This design comes from an exercise in tuning for small area, a short achievable clock period and few clock cycles per item on the open sky130 flow, not from production work. The RTL was checked by simulation tests, not by an equivalence proof against the original design. Power figures rest on the tool's default switching activity, not on a simulated workload.

==> inputs of build 59 <==
==> flow/design.v (excerpt) <==
module b2bdu_idct_g (
    input  wire        clk,
    input  wire        rst,         
    input  wire        in_valid,
    output wire        in_ready,
    input  wire [31:0] in_coef,     
    input  wire [7:0]  in_dst,      
    input  wire        in_add,      
    output wire        out_valid,
    input  wire        out_ready,
    output wire [7:0]  out_pix,     
    output wire [1:0]  out_err      
);
clock: 13.0 ns
lec_check: 0
cap_margin: 20
core_margin: 2
core_utilization: 40
place_density: 0.6
slew_margin: 20
buffer_ports_args: -buffer_cell sky130_fd_sc_hd__buf_4
standard.sh (not shown) runs the stock make flow with config.mk's settings and CLKGATE_MAP_FILE= SYNTH_SCRIPT=/design/flow/synth_recipe.tcl, a recipe that flattens the netlist after the stock synthesis.
==> flow/flow/run.sh <==
#!/bin/bash
# Layout flow: the standard flow (standard.sh, unchanged synthesis and
# steps), with one setting added: the buffers that the placement step puts on
# the input and output ports are sky130_fd_sc_hd__buf_4 instead of the
# default pick. Every port still gets its buffer.
set -o pipefail
echo 'export BUFFER_PORTS_ARGS = -buffer_cell sky130_fd_sc_hd__buf_4' >> config.mk
bash standard.sh > standard.log 2>&1
==> build 90 (differences from build 59) <==
--- a/flow/design.v
+++ b/flow/design.v
@@ -57,18 +57,17 @@
     output wire        out_valid,
     input  wire        out_ready,
     output wire [7:0]  out_pix,     
     output wire [1:0]  out_err      
 );
     integer j, f;
     reg signed [15:0] rc [0:63];    
     reg        [7:0]  rd [0:63];
-    reg        rdy_o;        
-    reg        rdy_l;        
+    reg        rdy;          
     reg        iv;           
     reg [5:0]  ik;           
     reg signed [15:0] ic;
     reg [7:0]  id;
     reg [7:0]  ren;          
     reg [5:0]  fk;           
     reg        fwait;        
     reg        rot_act;      
@@ -87,18 +86,17 @@
     reg        ov;
     reg [7:0]  opix;
     reg [1:0]  oerr;
     reg        s1_col, s1_row, s1_first, s1_last;
     reg        s2_col, s2_row, s2_first, s2_last;
     reg        s3_col, s3_row, s3_first, s3_last;
     reg        s4_col, s4_row, s4_first, s4_last;
     reg [7:0]  s4_oor;
-    assign in_ready = rdy_o;
-    wire   rdy      = ~rdy_l;
+    assign in_ready = rdy;
     wire in_fire  = in_valid & rdy;
     wire col_fire = in_fire & rot_act;     
     assign out_valid = ov;
     assign out_pix   = opix;
     assign out_err   = oerr;
     wire complete = s3_col & s3_last;      
     wire issue    = ~drows[3] & ~b0full & ~b0rsv;
     wire out_take = (~ov | out_ready) & b1full;
@@ -250,18 +248,17 @@
                             rd[8*gu+ge] <= (gu == 7 && rdy) ? in_dst : rd[8*gu];
                         end
                     end
                 end
             end
         end
     endgenerate
     always @(posedge clk) begin
-        rdy_o   <= in_fire ? rdy_f[1]     : rdy_f[0];
-        rdy_l   <= in_fire ? ~rdy_f[1]    : ~rdy_f[0];
+        rdy     <= in_fire ? rdy_f[1]     : rdy_f[0];
         fk      <= in_fire ? fk_f[1]      : fk_f[0];
         fwait   <= in_fire ? fwait_f[1]   : fwait_f[0];
         iv      <= in_fire ? iv_f[1]      : iv_f[0];
         ik      <= in_fire ? ik_f[1]      : ik_f[0];
         rot_act <= in_fire ? rot_act_f[1] : rot_act_f[0];
         ren     <= in_fire ? ren_f[1]     : ren_f[0];
         rot     <= rot_n;
         drows   <= drows_n;
@@ -318,18 +315,17 @@
                 oerr <= b1err;
                 ri   <= ri + 3'd1;
             end else begin
                 ov <= 1'b0;
             end
         end
         b1full <= xfer | (b1full & ~(out_take & (ri == 3'd7)));
         if (rst) begin
-            rdy_o   <= 1'b1;
-            rdy_l   <= 1'b0;
+            rdy     <= 1'b1;
             iv      <= 1'b0;
             ren     <= 8'd0;
             fk      <= 6'd0;
             fwait   <= 1'b0;
             rot_act <= 1'b0;
             rot     <= 3'd0;
             drows   <= 4'd8;
             b0full  <= 1'b0;
==> flow/run.sh (new file) <==
#!/bin/bash
# synth_recipe.tcl (not shown) runs the flow's synth.tcl, then flattens the netlist and writes it again
# the make line also repeats each setting of config.mk as NAME=value (left out here)
make -C /OpenROAD-flow-scripts/flow DESIGN_CONFIG=/design/flow/config.mk WORK_HOME=/design/flow/orfs CLKGATE_MAP_FILE= SYNTH_SCRIPT=/design/flow/synth_recipe.tcl finish
--- a/flow/config.mk
+++ b/flow/config.mk
@@ -5,9 +5,8 @@
 export SDC_FILE = /design/flow/constraint.sdc
 export NUM_CORES = 4
 export LEC_CHECK = 0
 export CAP_MARGIN = 20
 export CORE_MARGIN = 2
 export CORE_UTILIZATION = 40
 export PLACE_DENSITY = 0.6
 export SLEW_MARGIN = 20
-export BUFFER_PORTS_ARGS = -buffer_cell sky130_fd_sc_hd__buf_4
removed: flow/flow/run.sh
removed: flow/standard.sh
==> summary.txt <==
- In the final routed layout, each cell accounts on average for slightly above 30 microns.
* Adder-cell area share of the yosys netlist: 0.107
- The net count of the finished layout is 9,312.
- Of the total power, the share spent switching nets is 0.429.
- After synthesis, the share of cell area in mux cells is 0.0336.
- In this run, power in flip-flops and latches comes to around 11 mW.
* Layout Skew: 0.0845 ns
- Run status: complete, no violations
- In the final layout, the share of cells above drive strength 1 is 0.0997.
* Register area share after synthesis: 0.583
- Largest power group: combinational logic
- In this run, distinct cell masters in the synthesized netlist total 95.
- The startpoint identified for the worst register-to-register timing path is s2_t4[4].
* Routed vias/inst: between 5 and 6
- After detailed routing, the total wire length is roughly 370,000 microns.
* Transition time of the tightest slew-check pin: approximately 1.3 ns
- Final-layout clock buffer total: 312
* Crit share post-route: 0.390
- Clock power share: 0.213
* Pin count of the biggest net entering global routing: 120
[end of results for build 90]
==> summary.txt <==
- For this block, the routed nets add up to 360,000 microns of wire.
* Count of distinct cell types in the synthesized netlist: 92
* Clock power share: 0.345
* Crit share post-route: 0.340
- In this run the critical register-to-register path is launched from s2_t5[2].
- At the pin with the least slew margin, the transition time is between 1 and 1.5 ns.
* Largest power group: registers
- In the final layout, the share of cells above drive strength 1 is 0.110.
- The net count of the finished layout is ~9,200.
* Run status: complete, no violations
* Routed vias/inst: about 6.0
- Register area share after synthesis: 0.585
* Adder-cell area share of the yosys netlist: 0.108
* Pin count of the biggest net entering global routing: 106
[end of results for build 59]
Testbench counts of build 59, summed over its fixed seeds: cycles 22,000, blocks 320.
Testbench counts of build 90, summed over its fixed seeds: cycles 22,000, blocks 320.

port drivers added, routing unchanged:
No port has a modelled driver above. Below, the same layouts with a new extraction and two added sets of constraints. Step 1: set_driving_cell puts a clkbuf_16 on clk and a buf_2 on each other input, an assumption about the parent block. Step 2 moves the port delays by t, midway between the first and last clock arrival at a register: inputs arrive t later, outputs are due t later. That takes back most of the time a late clock gives input paths. Slacks: no drivers / after step 1 / after step 2; pairs: no drivers / after step 1.
| run | shift t [ns] | setup WS [ns] | hold slack, ns | latest minus earliest clock arrival (ns) | slew at the worst register clock pin (ns) |
|---|---|---|---|---|---|
| build 59 | 0.955 | 8.579 / 8.579 / 8.367 | 0.328 / 0.328 / 0.328 | 0.099 / 0.100 | 0.07 / 0.07 |
| build 90 | 0.984 | 7.925 / 7.830 / 8.196 | 0.331 / 0.331 / 0.331 | 0.086 / 0.087 | 0.07 / 0.07 |
After both steps setup and hold are still met in every run listed. The setup slack of build 59, which loses most, moves by 0.000 ns with the drivers and by -0.212 ns with both steps.
